This is an optimization exercise on Yosys and OpenROAD, whose aim is small area, not a production implementation. In this exercise RTL edits were held to simulation tests only and were not proved equivalent to the original. No driver is modelled on the clock port, so clocking that relies on it looks cheaper here than on a real chip. Power and IR drop assume default switching activity.

old:
==> flow/design.v <==
module psx_timebase (
    input  wire        clk,
    input  wire        rst,
    output wire [5:0]  ph,
    output wire [30:0] seq_hi,
    output wire        seq_odd,
    output wire        tick
);
    reg        first;
    reg [36:0] cnt;
    wire hold = first & ph[5] & ~ph[4];
    always @(posedge clk) begin
        if (rst) begin
            cnt   <= {31'd0, 6'd52};
            first <= 1'b1;
        end else begin
            if (hold)
                first <= 1'b0;
            else
                cnt <= cnt + 37'd1;
        end
    end
    assign ph      = cnt[5:0];
    assign seq_hi  = cnt[36:6];
    assign seq_odd = ph[5] & ph[4] & (ph[3] | (ph[2] & ph[1] & ph[0]));
    assign tick    = (ph == 6'd51);
endmodule
module psx_producer (
    input  wire        clk,
    input  wire [13:0] pins,
    input  wire [5:0]  ph,
    output reg  [13:0] level
);
    always @(posedge clk) begin
        if (ph == 6'd52)
            level <= pins;
    end
endmodule
module psx_consumer (
    input  wire        clk,
    input  wire        rst,
    input  wire        rd_start,
    input  wire [5:0]  ph,
    input  wire        seq_odd,
    input  wire [13:0] level,
    output wire        rd_busy,
    output wire        rd_valid,
    output reg  [13:0] res
);
    localparam [3:0] C_NONE = 4'd0, C_DONE = 4'd1,
                     C_B1 = 4'd8,  C_B2 = 4'd9,  C_B3 = 4'd10, C_B4 = 4'd11,
                     C_B5 = 4'd12, C_B6 = 4'd13, C_B7 = 4'd14, C_B8 = 4'd15,
                     C_B9 = 4'd2,  C_B10 = 4'd3;
    reg [3:0] st, nx;
    wire ph_ok = ~seq_odd & (ph[5] | ph[4] | (ph[3] & (ph[2] | ph[1] | ph[0])));
    always @* begin
        case (st)
            C_NONE, C_DONE: nx = rd_start ? C_B1 : st;
            C_B1:  nx = C_B2;
            C_B2:  nx = C_B3;
            C_B3:  nx = C_B4;
            C_B4:  nx = C_B5;
            C_B5:  nx = C_B6;
            C_B6:  nx = C_B7;
            C_B7:  nx = C_B8;
            C_B8:  nx = C_B9;
            C_B9:  nx = C_B10;
            C_B10: nx = ph_ok ? C_DONE : C_B10;
            default: nx = C_NONE;
        endcase
    end
    always @(posedge clk) begin
        if (rst)
            st <= C_NONE;
        else
            st <= nx;
    end
    always @(posedge clk) begin
        if (!rd_valid && !(ph[5] & ph[4]))
            res <= level;
    end
    assign rd_valid = (st == C_DONE);
    assign rd_busy  = (st != C_NONE) && (st != C_DONE);
endmodule
module psx_annunciator (
    input  wire       clk,
    input  wire       rst,
    input  wire       tick,
    input  wire       st_valid,
    input  wire [2:0] st_code,
    output reg        indicator
);
    localparam [2:0] S_IDLE = 3'd0, S_READY = 3'd1, S_POLLING = 3'd2,
                     S_CONFIG = 3'd3, S_ERROR = 3'd4;
    reg  [2:0] status;
    wire [8:0] el;
    reg  [1:0] count;    
    wire set_change = st_valid && (st_code <= S_ERROR) && (st_code != status);
    wire at_50  = el[5] & el[4] & el[0];                    
    wire at_100 = el[6] & el[5] & el[1] & el[0];            
    wire at_200 = el[7] & el[6] & el[2] & el[1] & el[0];    
    wire at_300 = el[8] & el[5] & el[3] & el[1] & el[0];    
    wire blinky = (status == S_POLLING) || (status == S_CONFIG);
    wire paused = count[1] & (count[0] | ~status[0]);
    wire hit = (status == S_READY)  ? at_200 :
               (status == S_ERROR)  ? at_50  :
               !blinky              ? 1'b0   :
               paused               ? at_300 : at_100;
    wire fire = tick & hit;
    psx_tick_counter u_el (
        .clk (clk),
        .clr (rst | set_change | fire),
        .en  (tick),
        .q   (el)
    );
    always @(posedge clk) begin
        if (rst) begin
            status    <= S_IDLE;
            count     <= 2'd0;
            indicator <= 1'b0;
        end else if (set_change) begin
            status    <= st_code;
            count     <= 2'd0;
            indicator <= 1'b0;
        end else if (fire) begin
            if (blinky && paused) begin
                count     <= 2'd0;
                indicator <= 1'b1;
            end else begin
                indicator <= ~indicator;
                if (blinky && indicator)
                    count <= count + 2'd1;
            end
        end
    end
endmodule
module psx_tick_counter (
    input  wire       clk,
    input  wire       clr,
    input  wire       en,
    output reg  [8:0] q
);
    always @(posedge clk) begin
        if (clr)
            q <= 9'd0;
        else if (en)
            q <= q + 9'd1;
    end
endmodule
module psx_snapshot_block (
    input  wire        clk,
    input  wire        rst,
    input  wire [13:0] pins,
    input  wire        rd_start,
    output wire        rd_busy,
    output wire        rd_valid,
    output wire [63:0] rd_data,
    input  wire        st_valid,
    input  wire [2:0]  st_code,
    output wire        indicator,
    output wire [31:0] seq_dbg
);
    wire [5:0]  ph;
    wire [30:0] seq_hi;
    wire        seq_odd;
    wire        tick;
    wire [13:0] level;
    wire [13:0] L;
    psx_timebase u_timebase (
        .clk     (clk),
        .rst     (rst),
        .ph      (ph),
        .seq_hi  (seq_hi),
        .seq_odd (seq_odd),
        .tick    (tick)
    );
    psx_producer u_producer (
        .clk   (clk),
        .pins  (pins),
        .ph    (ph),
        .level (level)
    );
    psx_consumer u_consumer (
        .clk      (clk),
        .rst      (rst),
        .rd_start (rd_start),
        .ph       (ph),
        .seq_odd  (seq_odd),
        .level    (level),
        .rd_busy  (rd_busy),
        .rd_valid (rd_valid),
        .res      (L)
    );
    psx_annunciator u_annunciator (
        .clk       (clk),
        .rst       (rst),
        .tick      (tick),
        .st_valid  (st_valid),
        .st_code   (st_code),
        .indicator (indicator)
    );
    assign rd_data[7:0]   = {L[10], L[9], L[11], L[8], L[12], 1'b1, 1'b1, L[13]};
    assign rd_data[15:8]  = {L[3], L[1], L[0], L[2], L[5], L[4], L[7], L[6]};
    assign rd_data[23:16] = {8{~L[6]}};
    assign rd_data[31:24] = {8{~L[7]}};
    assign rd_data[63:32] = 32'h80808080;
    assign seq_dbg = {seq_hi, seq_odd};
endmodule
export LEC_CHECK = 0
export CAP_MARGIN = 20
export CORE_MARGIN = 2
export CORE_UTILIZATION = 40
export SLEW_MARGIN = 20
create_clock -name core_clock -period 10.0 [get_ports {clk}]
standard.sh (not shown) runs the stock make flow with config.mk's settings and CLKGATE_MAP_FILE= SYNTH_SCRIPT=/design/flow/synth_recipe.tcl, a recipe that flattens the netlist after the stock synthesis.
==> flow/flow/run.sh <==
#!/bin/bash
# Own layout flow: the standard ORFS flow (standard.sh) with these changes:
#  - synthesis is the standard script (synth_recipe.tcl) with an area-oriented ABC
#    script for the combinational logic; registers are mapped exactly as in the
#    standard synthesis;
#  - the port buffers buffer_ports inserts are the smallest buffer, buf_1;
#  - tie cells are not duplicated per load;
#  - clock tree: no dummy loads.
# Every tool's full output goes to the ORFS logs under orfs/logs and to
# own_flow.log in this folder.
set -euo pipefail
W=$(cd "$(dirname "$0")/.." && pwd)
F=$W/flow
cd "$W"
{
  printf 'proc abc {args} { set i [lsearch $args -script]; if {$i >= 0} { lset args [expr {$i+1}] %s }; yosys abc {*}$args }\n' "$F/abc_area.script"
  cat "$W/synth_recipe.tcl"
} > "$W/own_synth.tcl"
bash "$W/standard.sh" \
  SYNTH_SCRIPT="$W/own_synth.tcl" \
  BUFFER_PORTS_ARGS="-buffer_cell sky130_fd_sc_hd__buf_1" \
  SKIP_REPAIR_TIE_FANOUT=1 \
  CTS_ARGS="-sink_clustering_enable -repair_clock_nets -dont_use_dummy_load -buf_list sky130_fd_sc_hd__clkbuf_4" \
  POST_CTS_TCL="$F/post_cts.tcl" \
  finish > "$W/own_flow.log" 2>&1
==> flow/flow/abc_area.script <==
strash
ifraig
&get -n
&deepsyn -T 20
&put
strash
&get -n
&dch -f
&nf -R 1000
&put
topo
==> flow/flow/post_cts.tcl <==
estimate_parasitics -placement
set limit 0.105
set up {}
foreach pin [get_pins -hierarchical */CLK] {
  set worst 0
  foreach a {max min} { foreach e {rise fall} {
    set s [get_property $pin slew_${a}_$e]
    if {$s > $worst} { set worst $s }
  } }
  if {$worst > $limit} {
    set drv [get_pins -of_objects [get_nets -of_objects $pin] -filter "direction == output"]
    foreach d $drv {
      set inst [get_property $d full_name]
      set inst [string range $inst 0 [expr {[string last / $inst] - 1}]]
      if {[lsearch $up $inst] < 0} { lappend up $inst }
    }
  }
}
foreach inst $up {
  set c [get_cells $inst]
  set m [get_property $c ref_name]
  puts "post_cts: $inst ($m) drives a clock pin with slew over [expr {$limit * 1000}] ps"
  if {$m eq "sky130_fd_sc_hd__clkbuf_4"} {
    replace_cell $inst sky130_fd_sc_hd__clkbuf_8
  }
}
if {[llength $up]} {
  detailed_placement
  estimate_parasitics -placement
}
Here is what was changed in the inputs of new compared with old.
--- a/flow/flow/run.sh
+++ b/flow/flow/run.sh
@@ -22,4 +22,3 @@
   SKIP_REPAIR_TIE_FANOUT=1 \
-  CTS_ARGS="-sink_clustering_enable -repair_clock_nets -dont_use_dummy_load -buf_list sky130_fd_sc_hd__clkbuf_4" \
-  POST_CTS_TCL="$F/post_cts.tcl" \
+  CTS_ARGS="-sink_clustering_enable -repair_clock_nets -dont_use_dummy_load" \
   finish > "$W/own_flow.log" 2>&1
removed: flow/flow/post_cts.tcl
- From old to new, critical path depth did not move at all.
- old and new ended up with nearly the same wire length of the first global-routing pass.
- Post-route worst setup slack in new vs old: up 16 ps
- Going from old to new, core utilization went up 0.22 points; met3 wirelength from detailed routing went up 13%; signal arrival time at the worst endpoint went down 70 ps; met3 capacity usage during global routing went up 0.43 points; number of antenna violations at the first check in global routing held.
- Relative to old, the cell area after layout measured on new has increased slightly.
- new: power 1.9% above old

psx_snapshot_block, a different RTL version from the one above (not shown whole).
Size in the first run: ~380 cells after synthesis, ~86 flip-flops, ~120 I/O pins, ~3800 µm² of cells after synthesis.
clock: 10.0 ns
lec_check: 0
cap_margin: 20
core_margin: 2
core_utilization: 40
slew_margin: 20
==> flow/flow/run.sh <==
#!/bin/bash
# Own layout flow: the standard ORFS flow (standard.sh) with these changes:
#  - synthesis is the standard script (synth_recipe.tcl) with an area-oriented ABC
#    script for the combinational logic; registers are mapped exactly as in the
#    standard synthesis;
#  - the port buffers buffer_ports inserts are the smallest buffer, buf_1;
#  - tie cells are not duplicated per load;
#  - clock tree: small clock buffers, no dummy loads.
# Every tool's full output goes to the ORFS logs under orfs/logs and to
# own_flow.log in this folder.
set -euo pipefail
W=$(cd "$(dirname "$0")/.." && pwd)
F=$W/flow
cd "$W"
{
  printf 'proc abc {args} { set i [lsearch $args -script]; if {$i >= 0} { lset args [expr {$i+1}] %s }; yosys abc {*}$args }\n' "$F/abc_area.script"
  cat "$W/synth_recipe.tcl"
} > "$W/own_synth.tcl"
bash "$W/standard.sh" \
  SYNTH_SCRIPT="$W/own_synth.tcl" \
  BUFFER_PORTS_ARGS="-buffer_cell sky130_fd_sc_hd__buf_1" \
  SKIP_REPAIR_TIE_FANOUT=1 \
  CTS_ARGS="-sink_clustering_enable -repair_clock_nets -dont_use_dummy_load" \
  finish > "$W/own_flow.log" 2>&1
==> flow/flow/abc_area.script <==
strash
ifraig
dc2
strash
&get -n
&dch -f
&nf -R 1000
&put
topo
Next try:
==> flow/run.sh (new file) <==
#!/bin/bash
# synth_recipe.tcl (not shown) runs the flow's synth.tcl, then flattens the netlist and writes it again
# the make line also repeats each setting of config.mk as NAME=value (left out here)
make -C /OpenROAD-flow-scripts/flow DESIGN_CONFIG=/design/flow/config.mk WORK_HOME=/design/flow/orfs CLKGATE_MAP_FILE= SYNTH_SCRIPT=/design/flow/synth_recipe.tcl finish
removed: flow/flow/run.sh
removed: flow/flow/abc_area.script
removed: flow/standard.sh
Outcome:
- The changed run completed with no timing, DRC or antenna violations
- cell count grows by about 13%
- final area increases by about 25%
- total power goes up by about 11%
- hold slack improved by 5.6 ps
Next try:
==> flow/flow/run.sh (new file) <==
#!/bin/bash
# Own layout flow: the standard ORFS flow (standard.sh) with these changes:
#  - synthesis is the standard script (synth_recipe.tcl) with an area-oriented ABC
#    script for the combinational logic; registers are mapped exactly as in the
#    standard synthesis;
#  - the port buffers buffer_ports inserts are the smallest buffer, buf_1;
#  - tie cells are not duplicated per load;
#  - clock tree: no dummy loads.
# Every tool's full output goes to the ORFS logs under orfs/logs and to
# own_flow.log in this folder.
set -euo pipefail
W=$(cd "$(dirname "$0")/.." && pwd)
F=$W/flow
cd "$W"
{
  printf 'proc abc {args} { set i [lsearch $args -script]; if {$i >= 0} { lset args [expr {$i+1}] %s }; yosys abc {*}$args }\n' "$F/abc_area.script"
  cat "$W/synth_recipe.tcl"
} > "$W/own_synth.tcl"
bash "$W/standard.sh" \
  SYNTH_SCRIPT="$W/own_synth.tcl" \
  BUFFER_PORTS_ARGS="-buffer_cell sky130_fd_sc_hd__buf_1" \
  SKIP_REPAIR_TIE_FANOUT=1 \
  CTS_ARGS="-sink_clustering_enable -repair_clock_nets -dont_use_dummy_load" \
  finish > "$W/own_flow.log" 2>&1
==> flow/flow/abc_area.script (new file) <==
strash
ifraig
&get -n
&deepsyn -T 20
&put
strash
&get -n
&dch -f
&nf -R 1000
&put
topo
==> flow/standard.sh (new file) <==
#!/bin/bash
# synth_recipe.tcl (not shown) runs the flow's synth.tcl, then flattens the netlist and writes it again
# the make line also repeats each setting of config.mk as NAME=value (left out here)
make -C /OpenROAD-flow-scripts/flow DESIGN_CONFIG=/design/flow/config.mk WORK_HOME=/design/flow/orfs CLKGATE_MAP_FILE= SYNTH_SCRIPT=/design/flow/synth_recipe.tcl "${@:-finish}"
removed: flow/run.sh
Outcome:
- The new run passed the timing, DRC and antenna checks
- via count shrinks by 11%
- global-route usage went down by 0.31 points
- worst setup slack gets worse by 400 ps
- utilization goes down by 6.6 points
- wire length came out lower by 14%
- die area shrinks by 10%
- non-clock buffer count grows by 1

-- static timing again, ports no longer ideal --
How much do the figures lean on ideal ports? The routed layouts below were timed once more, with nothing changed but the port constraints.
Step 1, drivers: a clkbuf_16 drives clk and a buf_2 each remaining input, both assumed.
Step 2, shift: input delay + t, output delay - t, t = (earliest + latest rising clock arrival at the registers) / 2. This alone moves slack from input paths to output paths.
a / b / c = ideal ports / drivers / drivers and shift; a / b = the first two.
run	shift t [ns]	slack for setup (ns)	worst setup path at the end	worst data-port slew with drivers (ns)	cell pins on the clock port's net
old	0.425	5.703 / 5.703 / 5.703	register to register	0.04	1
new	0.359	5.719 / 5.719 / 5.719	register to register	0.04	1
the first run of note 2	0.371	6.022 / 6.022 / 6.022	register to register	0.05	1
the second run of note 2	0.369	6.119 / 6.090 / 6.358	input to register	0.04	1
the third run of note 2	0.366	5.723 / 5.723 / 5.723	register to register	0.05	1
After both steps every run listed still meets setup and hold.
